This is an optimization exercise on Yosys and OpenROAD, whose aim is small area, not a production implementation. At most, simulation tests tie the RTL to the original design; equivalence was not proved. Power figures rest on the tool's default switching activity, not on a simulated workload.

==> inputs of 04-05 <==
==> flow/design.v <==
module crc15_frame_engine (
    input  wire        clk,
    input  wire        rst,           
    input  wire [81:0] cw,            
    output wire        o_busy,
    output wire [14:0] o_crc,
    output wire        o_f_valid,
    output wire [10:0] o_f_id,
    output wire [3:0]  o_f_dlc,
    output wire [63:0] o_f_data,
    output wire [14:0] o_f_crc,
    output wire        o_err_len,
    output wire        o_err_sticky,
    output wire [15:0] o_rpm,
    output wire [7:0]  o_speed,
    output wire [6:0]  o_throttle,
    output wire        o_brake,
    output wire [7:0]  o_coolant,
    output wire [7:0]  o_steer,
    output wire [1:0]  o_phase
);
    localparam [14:0] POLY = 15'h4599;
    reg [14:0] crc;
    reg [6:0]  k;            
    reg [7:0]  speed;
    reg        coast;        
    reg        brake;
    reg [6:0]  coolant;      
    reg [10:0] f_id;
    reg [3:0]  f_dlc;
    reg [63:0] f_data;
    reg [14:0] f_crc;
    reg [1:0]  phase;
    reg [3:0]  ticks;
    reg [2:0]  idx;
    reg        busy;
    reg [6:0]  cnt;          
    reg        tk;           
    reg [14:0] hdr;          
    reg [63:0] hd;           
    reg        err_len;
    reg        err_sticky;
    wire [2:0]  op      = cw[81:79];
    wire [3:0]  b_dlc   = cw[67:64];
    wire        t_man   = cw[9];
    wire        t_accel = cw[8];
    wire        t_brk   = cw[7];
    wire [6:0]  t_thr   = cw[6:0];
    wire op_clr   = (op == 3'd1);
    wire op_bit   = (op == 3'd2);
    wire op_build = (op == 3'd3);
    wire op_tick  = (op == 3'd4);
    wire dlc_bad  = (b_dlc > 4'd8);
    wire start    = (op_build & ~dlc_bad) | op_tick;
    wire [15:0] hdr_x    = {1'b0, hdr};
    wire        hdr_bit  = hdr_x[~cnt[3:0]];
    reg         data_bit;
    always @(*) begin
        case (cnt[5:3])
            3'd0:    data_bit = hd[62];
            3'd1:    data_bit = hd[54];
            3'd2:    data_bit = hd[46];
            3'd3:    data_bit = hd[38];
            3'd4:    data_bit = hd[30];
            3'd5:    data_bit = hd[22];
            3'd6:    data_bit = hd[14];
            default: data_bit = hd[6];
        endcase
    end
    wire s_bit = cnt[6] ? hdr_bit : data_bit;
    wire last  = (cnt[2:0] == 3'd0) && (cnt[6:3] == hdr[3:0]);
    wire latch = busy & last;
    wire [6:0] t_sat = (t_thr > 7'd100) ? 7'd100 : t_thr;
    wire [2:0] q = (t_thr >= 7'd100) ? 3'd5 :
                   (t_thr >= 7'd80)  ? 3'd4 :
                   (t_thr >= 7'd60)  ? 3'd3 :
                   (t_thr >= 7'd40)  ? 3'd2 :
                   (t_thr >= 7'd20)  ? 3'd1 : 3'd0;
    wire [6:0] throttle = (brake | coast) ? 7'd0 : k;
    wire [6:0] thr_cap = (k >= 7'd71) ? 7'd80 : k + 7'd10;
    wire ph_idle   = (phase == 2'd0);
    wire ph_accel  = (phase == 2'd1);
    wire ph_cruise = (phase == 2'd2);
    wire ph_brake  = (phase == 2'd3);
    wire dec_mode = t_man ? (t_brk | ~t_accel) : ph_brake;
    wire dec_big  = ~t_man | t_brk;
    reg  [8:0] sp_delta;
    always @(*) begin
        if (dec_mode)      sp_delta = dec_big ? -9'sd10 : -9'sd2;
        else if (t_man)    sp_delta = {6'd0, q};
        else if (ph_accel) sp_delta = 9'd5;
        else               sp_delta = 9'd0;
    end
    wire [8:0] sp_sum = {1'b0, speed} + sp_delta;
    wire [7:0] n_speed = sp_sum[8] ? 8'd0 :
                         (sp_sum[7:0] > 8'd200) ? 8'd200 : sp_sum[7:0];
    wire [7:0] k_dif = {1'b0, k} - (dec_big ? 8'd6 : 8'd2);
    wire [6:0] k_dec = k_dif[7] ? 7'd0 : k_dif[6:0];
    wire [6:0] thr_set = t_man ? t_sat :
                         ph_accel ? thr_cap :
                         ph_cruise ? 7'd30 : 7'd0;
    wire       n_coast    = dec_mode & ~dec_big;
    wire [6:0] n_k        = dec_mode ? k_dec : thr_set;
    wire       n_brake    = dec_mode ? dec_big : (~t_man & ph_idle);
    wire ph_exit = ph_idle   ? (ticks[2] & ticks[0]) :
                   ph_accel  ? (speed >= 8'd95) :
                   ph_cruise ? (ticks[3] & ticks[1]) :
                               (speed <= 8'd10);
    wire [1:0] n_phase = t_man ? 2'd3 : ph_exit ? phase + 2'd1 : phase;
    wire [3:0] n_ticks = (t_man | ph_exit) ? 4'd0 : ticks + 4'd1;
    wire [6:0] n_coolant = (coolant == 7'd90) ? coolant : coolant + 7'd1;
    wire [2:0] n_idx = idx[2] ? 3'd0 : {idx[1] & idx[0], idx[1] ^ idx[0], ~idx[0]};
    wire [11:0] rpm_h = 12'd425 + {1'b0, k, 4'b0} + {2'b0, k, 3'b0} + {5'b0, k};
    wire [15:0] rpm   = {3'b0, rpm_h, 1'b0};
    reg [14:0] tick_hdr;
    always @(*) begin
        if (idx[2])
            tick_hdr = {11'h100, 4'd1};
        else case (idx[1:0])
            2'd0:    tick_hdr = {11'h0C0, 4'd2};
            2'd1:    tick_hdr = {11'h0D0, 4'd1};
            2'd2:    tick_hdr = {11'h0E0, 4'd2};
            default: tick_hdr = {11'h0F0, 4'd1};
        endcase
    end
    reg [15:0] enc;
    always @(*) begin
        if (hdr[12])
            enc = 16'h0000;
        else case (hdr[9:8])
            2'd0:    enc = rpm;
            2'd1:    enc = {speed, 8'h00};
            2'd2:    enc = {1'b0, throttle, 7'b0, brake};
            default: enc = {1'b0, coolant, 8'h00};
        endcase
    end
    reg [63:0] hd_rot, m_ld;
    integer j;
    always @(*) begin
        for (j = 0; j < 8; j = j + 1) begin
            hd_rot[63-8*j -: 8] = {hd[62-8*j -: 7], hd[63-8*j]};
            m_ld[63-8*j -: 8]   = {8{~busy & (j < b_dlc) & ~op[2]}};
        end
    end
    wire ld_tick = tk & (cnt == 7'd113);
    wire [15:0] enc_rot = {enc[14:8], enc[15], enc[6:0], enc[7]};
    wire rot_hi = busy & ~ld_tick;
    wire ld_hi  = busy & ld_tick;
    wire [63:0] hd_nxt;
    genvar g;
    generate
        for (g = 0; g < 48; g = g + 1) begin : g_hd
            ao22 u_hd (.a(hd_rot[g]), .b(busy), .c(cw[g]), .d(m_ld[g]), .y(hd_nxt[g]));
        end
        for (g = 48; g < 64; g = g + 1) begin : g_hdt
            ao222 u_hd (.a(hd_rot[g]), .b(rot_hi), .c(cw[g]), .d(m_ld[g]),
                        .e(enc_rot[g-48]), .f(ld_hi), .y(hd_nxt[g]));
        end
    endgenerate
    wire h_cw  = ~busy & ~op_tick;
    wire h_tk  = ~busy & op_tick;
    localparam [14:0] TICK_ONES = 15'b001_1111_0000_0011;
    wire [14:0] hdr_nxt;
    generate
        for (g = 0; g < 15; g = g + 1) begin : g_hdr
            if (TICK_ONES[g]) begin : g_t
                ao222 u_hdr (.a(hdr[g]), .b(busy), .c(cw[64+g]), .d(h_cw),
                             .e(tick_hdr[g]), .f(h_tk), .y(hdr_nxt[g]));
            end else begin : g_c
                ao22 u_hdr (.a(hdr[g]), .b(busy), .c(cw[64+g]), .d(h_cw), .y(hdr_nxt[g]));
            end
        end
    endgenerate
    always @(posedge clk) begin
        hd  <= hd_nxt;
        hdr <= hdr_nxt;
        tk  <= busy ? tk : op_tick;
        cnt <= (busy & ~rst) ? cnt + 7'd1 : 7'd113;
    end
    wire        crc_din = busy ? s_bit : cw[0];
    wire        fb      = crc_din ^ crc[14];
    wire [14:0] crc_stp = {crc[13:0], 1'b0} ^ (POLY & {15{fb}});
    wire c_step = ~rst & (busy ? ~last : op_bit);
    wire c_keep = ~rst & (busy ? last : ~(op_bit | op_clr | start));
    wire [14:0] crc_nxt;
    generate
        for (g = 0; g < 15; g = g + 1) begin : g_crc
            ao22 u_crc (.a(crc_stp[g]), .b(c_step), .c(crc[g]), .d(c_keep), .y(crc_nxt[g]));
        end
    endgenerate
    always @(posedge clk)
        crc <= crc_nxt;
    wire f_ld   = latch & ~rst;
    wire f_keep = ~latch & ~rst;
    reg  [63:0] hd_out;
    always @(*)
        for (j = 0; j < 8; j = j + 1)
            hd_out[63-8*j -: 8] = {hd[62-8*j -: 7], hd[63-8*j]};
    wire [93:0] f_cur = {f_id, f_dlc, f_data, f_crc};
    wire [93:0] f_new = {hdr, hd_out, crc};
    wire [93:0] f_nxt;
    generate
        for (g = 0; g < 94; g = g + 1) begin : g_f
            ao22 u_f (.a(f_new[g]), .b(f_ld), .c(f_cur[g]), .d(f_keep), .y(f_nxt[g]));
        end
    endgenerate
    always @(posedge clk)
        {f_id, f_dlc, f_data, f_crc} <= f_nxt;
    always @(posedge clk) begin
        if (rst) begin
            k          <= 7'd0;
            speed      <= 8'd0;
            coast      <= 1'b0;
            brake      <= 1'b1;
            coolant    <= 7'd20;
            phase      <= 2'd0;
            ticks      <= 4'd0;
            idx        <= 3'd0;
            busy       <= 1'b0;
            err_len    <= 1'b0;
            err_sticky <= 1'b0;
        end else if (busy) begin
            err_len <= 1'b0;
            if (last)
                busy <= 1'b0;
        end else begin
            err_len <= op_build & dlc_bad;
            if (op_build & dlc_bad)
                err_sticky <= 1'b1;
            busy <= start;
            if (op_tick) begin
                k        <= n_k;
                speed    <= n_speed;
                coast    <= n_coast;
                brake    <= n_brake;
                coolant  <= n_coolant;
                phase    <= n_phase;
                ticks    <= n_ticks;
                idx      <= n_idx;
            end
        end
    end
    assign o_busy       = busy;
    assign o_crc        = crc;
    assign o_f_valid    = ~busy & (cnt[6:4] != 3'b111);
    assign o_f_id       = f_id;
    assign o_f_dlc      = f_dlc;
    assign o_f_data     = f_data;
    assign o_f_crc      = f_crc;
    assign o_err_len    = err_len;
    assign o_err_sticky = err_sticky;
    assign o_rpm        = rpm;
    assign o_speed      = speed;
    assign o_throttle   = throttle;
    assign o_brake      = brake;
    assign o_coolant    = {1'b0, coolant};
    assign o_steer      = 8'h00;
    assign o_phase      = phase;
endmodule
module ao22 (input wire a, input wire b, input wire c, input wire d, output wire y);
    assign y = (a & b) | (c & d);
endmodule
module ao222 (input wire a, input wire b, input wire c, input wire d,
              input wire e, input wire f, output wire y);
    assign y = (a & b) | (c & d) | (e & f);
endmodule
==> flow/flow/run.sh <==
#!/bin/bash
# Standard ORFS layout with smaller port buffers.
export BUFFER_PORTS_ARGS="-buffer_cell sky130_fd_sc_hd__buf_1"
bash standard.sh > standard.log 2>&1
==> flow/standard.sh <==
#!/bin/bash
# synth_recipe.tcl (not shown) runs the flow's synth.tcl, then flattens the netlist and writes it again
# the make line also repeats each setting of config.mk as NAME=value (left out here)
make -C /OpenROAD-flow-scripts/flow DESIGN_CONFIG=/design/flow/config.mk WORK_HOME=/design/flow/orfs CLKGATE_MAP_FILE= SYNTH_SCRIPT=/design/flow/synth_recipe.tcl "${@:-finish}"
==> flow/config.mk <==
export PLATFORM = sky130hd
export DESIGN_NAME = crc15_frame_engine
export DESIGN_NICKNAME = crc15_frame_engine
export VERILOG_FILES = /design/flow/design.v
export SDC_FILE = /design/flow/constraint.sdc
export NUM_CORES = 4
export LEC_CHECK = 0
export CAP_MARGIN = 20
export CORE_MARGIN = 2
export CORE_UTILIZATION = 60
export CTS_BUF_LIST = sky130_fd_sc_hd__clkbuf_8
export CTS_CLUSTER_DIAMETER = 60
export CTS_CLUSTER_SIZE = 14
export SLEW_MARGIN = 20
export SYNTH_HIERARCHICAL = 1
==> flow/constraint.sdc <==
create_clock -name core_clock -period 10.0 [get_ports {clk}]
set_input_delay 2.0000 -clock core_clock [delete_from_list [all_inputs] [get_ports {clk}]]
set_output_delay 2.0000 -clock core_clock [all_outputs]
set_load 0.01 [all_outputs]
==> 12-06 (differences from 04-05) <==
--- a/flow/design.v
+++ b/flow/design.v
@@ -25,3 +25,3 @@
     reg [7:0]  speed;
-    reg        coast;        
+    reg [6:0]  throttle;
     reg        brake;
@@ -58,10 +58,10 @@
     always @(*) begin
-        case (cnt[5:3])
-            3'd0:    data_bit = hd[62];
-            3'd1:    data_bit = hd[54];
-            3'd2:    data_bit = hd[46];
-            3'd3:    data_bit = hd[38];
-            3'd4:    data_bit = hd[30];
-            3'd5:    data_bit = hd[22];
-            3'd6:    data_bit = hd[14];
+        case (cnt[6:3])
+            4'd2:    data_bit = hd[62];
+            4'd3:    data_bit = hd[54];
+            4'd4:    data_bit = hd[46];
+            4'd5:    data_bit = hd[38];
+            4'd6:    data_bit = hd[30];
+            4'd7:    data_bit = hd[22];
+            4'd8:    data_bit = hd[14];
             default: data_bit = hd[6];
@@ -69,4 +69,5 @@
     end
-    wire s_bit = cnt[6] ? hdr_bit : data_bit;
-    wire last  = (cnt[2:0] == 3'd0) && (cnt[6:3] == hdr[3:0]);
+    wire s_bit = (cnt[6:4] == 3'd0) ? hdr_bit : data_bit;
+    wire [3:0] end_byte = hdr[3:0] + 4'd2;
+    wire last  = (cnt[2:0] == 3'd0) && (cnt[6:3] == end_byte);
     wire latch = busy & last;
@@ -78,4 +79,3 @@
                    (t_thr >= 7'd20)  ? 3'd1 : 3'd0;
-    wire [6:0] throttle = (brake | coast) ? 7'd0 : k;
-    wire [6:0] thr_cap = (k >= 7'd71) ? 7'd80 : k + 7'd10;
+    wire [6:0] thr_cap = (throttle >= 7'd71) ? 7'd80 : throttle + 7'd10;
     wire ph_idle   = (phase == 2'd0);
@@ -101,3 +101,3 @@
                          ph_cruise ? 7'd30 : 7'd0;
-    wire       n_coast    = dec_mode & ~dec_big;
+    wire [6:0] n_throttle = dec_mode ? 7'd0 : thr_set;
     wire [6:0] n_k        = dec_mode ? k_dec : thr_set;
@@ -111,3 +111,3 @@
     wire [6:0] n_coolant = (coolant == 7'd90) ? coolant : coolant + 7'd1;
-    wire [2:0] n_idx = idx[2] ? 3'd0 : {idx[1] & idx[0], idx[1] ^ idx[0], ~idx[0]};
+    wire [2:0] n_idx = (idx == 3'd4) ? 3'd0 : idx + 3'd1;
     wire [11:0] rpm_h = 12'd425 + {1'b0, k, 4'b0} + {2'b0, k, 3'b0} + {5'b0, k};
@@ -116,9 +116,8 @@
     always @(*) begin
-        if (idx[2])
-            tick_hdr = {11'h100, 4'd1};
-        else case (idx[1:0])
-            2'd0:    tick_hdr = {11'h0C0, 4'd2};
-            2'd1:    tick_hdr = {11'h0D0, 4'd1};
-            2'd2:    tick_hdr = {11'h0E0, 4'd2};
-            default: tick_hdr = {11'h0F0, 4'd1};
+        case (idx)
+            3'd0:    tick_hdr = {11'h0C0, 4'd2};
+            3'd1:    tick_hdr = {11'h0D0, 4'd1};
+            3'd2:    tick_hdr = {11'h0E0, 4'd2};
+            3'd3:    tick_hdr = {11'h0F0, 4'd1};
+            default: tick_hdr = {11'h100, 4'd1};
         endcase
@@ -144,3 +143,3 @@
     end
-    wire ld_tick = tk & (cnt == 7'd113);
+    wire ld_tick = tk & (cnt == 7'd1);
     wire [15:0] enc_rot = {enc[14:8], enc[15], enc[6:0], enc[7]};
@@ -177,3 +176,3 @@
         tk  <= busy ? tk : op_tick;
-        cnt <= (busy & ~rst) ? cnt + 7'd1 : 7'd113;
+        cnt <= (busy & ~rst) ? cnt + 7'd1 : 7'd1;
     end
@@ -212,3 +211,3 @@
             speed      <= 8'd0;
-            coast      <= 1'b0;
+            throttle   <= 7'd0;
             brake      <= 1'b1;
@@ -233,3 +232,3 @@
                 speed    <= n_speed;
-                coast    <= n_coast;
+                throttle <= n_throttle;
                 brake    <= n_brake;
@@ -244,3 +243,3 @@
     assign o_crc        = crc;
-    assign o_f_valid    = ~busy & (cnt[6:4] != 3'b111);
+    assign o_f_valid    = ~busy & (cnt[6:4] != 3'd0);
     assign o_f_id       = f_id;
--- a/flow/config.mk
+++ b/flow/config.mk
@@ -9,6 +9,6 @@
 export CORE_MARGIN = 2
-export CORE_UTILIZATION = 60
-export CTS_BUF_LIST = sky130_fd_sc_hd__clkbuf_8
-export CTS_CLUSTER_DIAMETER = 60
-export CTS_CLUSTER_SIZE = 14
+export CORE_UTILIZATION = 40
+export CTS_BUF_LIST = sky130_fd_sc_hd__clkbuf_16
+export CTS_CLUSTER_DIAMETER = 120
+export CTS_CLUSTER_SIZE = 25
 export SLEW_MARGIN = 20
==> notes.md <==
Run status: 12-06 complete, no violations; 04-05 complete, no violations
Final GP Congestion: 12-06 0.848; 04-05 0.898
Vias in the first global route: 12-06 8,083; 04-05 8,255
Multi-input gate share of the layout cell area: 12-06 42.4%; 04-05 43.5%
Sum of met3 wire segment lengths after detailed routing: 12-06 1.49 mm; 04-05 1.90 mm
IR drop worst, VDD: 12-06 0.120 mV; 04-05 0.132 mV
Hold Crit Endpoint: 12-06 f_id[0]$_DFF_P_; 04-05 err_sticky$_SDFFE_PP0P_
Non-clock inverter count: 12-06 64; 04-05 68
Sequential cell area fraction in the yosys report: 12-06 46.9%; 04-05 45.8%
Count of inserted tapcells: 12-06 330; 04-05 220
Post-route clock period utilization: 12-06 54.4%; 04-05 56.8%
Met1 layer wirelength in the final routing: 12-06 13.9 mm; 04-05 12.1 mm
Global-route wire length before repair: 12-06 44.6 mm; 04-05 42.9 mm
Mean Syn Cell Area: 12-06 10.3 sq um; 04-05 10.4 sq um
Compound-cell area share of the yosys netlist: 12-06 25.8%; 04-05 26.7%
Switching share of total power: 12-06 26.5%; 04-05 27.3%
CP endpoint: 12-06 o_rpm[11]; 04-05 o_rpm[12]
Power density over the cells: 12-06 153 mW/mm^2; 04-05 154 mW/mm^2
Buffers excl. clock: 12-06 242; 04-05 240
Clock network power consumption: 12-06 0.545 mW; 04-05 0.544 mW
Total CTS buffers: 12-06 13; 04-05 21
Function not checked in 04-05: the RTL went through the layout flow alone.

-- static timing again, ports no longer ideal --
Ports are ideal in the flow. The routed layouts listed here were re-timed in OpenROAD.
Step 1 assumes that a clkbuf_16 drives the clock port and a buf_2 every other input.
Step 2 adds t to the input delays and takes it off the output delays; t is the mean of the earliest and latest rising clock arrival at the registers after step 1. Input paths then give back, and output paths get back, about the clock's delay inside the block.
a / b / c = ideal / step 1 / step 2; a / b = the first two.
run | t (ns) | setup WS [ns] | slew at the worst register clock pin (ns) | pins driven straight from the clock port
04-05 | 0.556 | 4.320 / 4.282 / 4.599 | 0.09 / 0.09 | 1
12-06 | 0.516 | 4.563 / 4.512 / 4.532 | 0.11 / 0.11 | 1
After both steps setup and hold are still met in every run listed. For 12-06, which loses most, drivers alone change the setup slack by -0.051 ns; drivers and shift together by -0.031 ns.
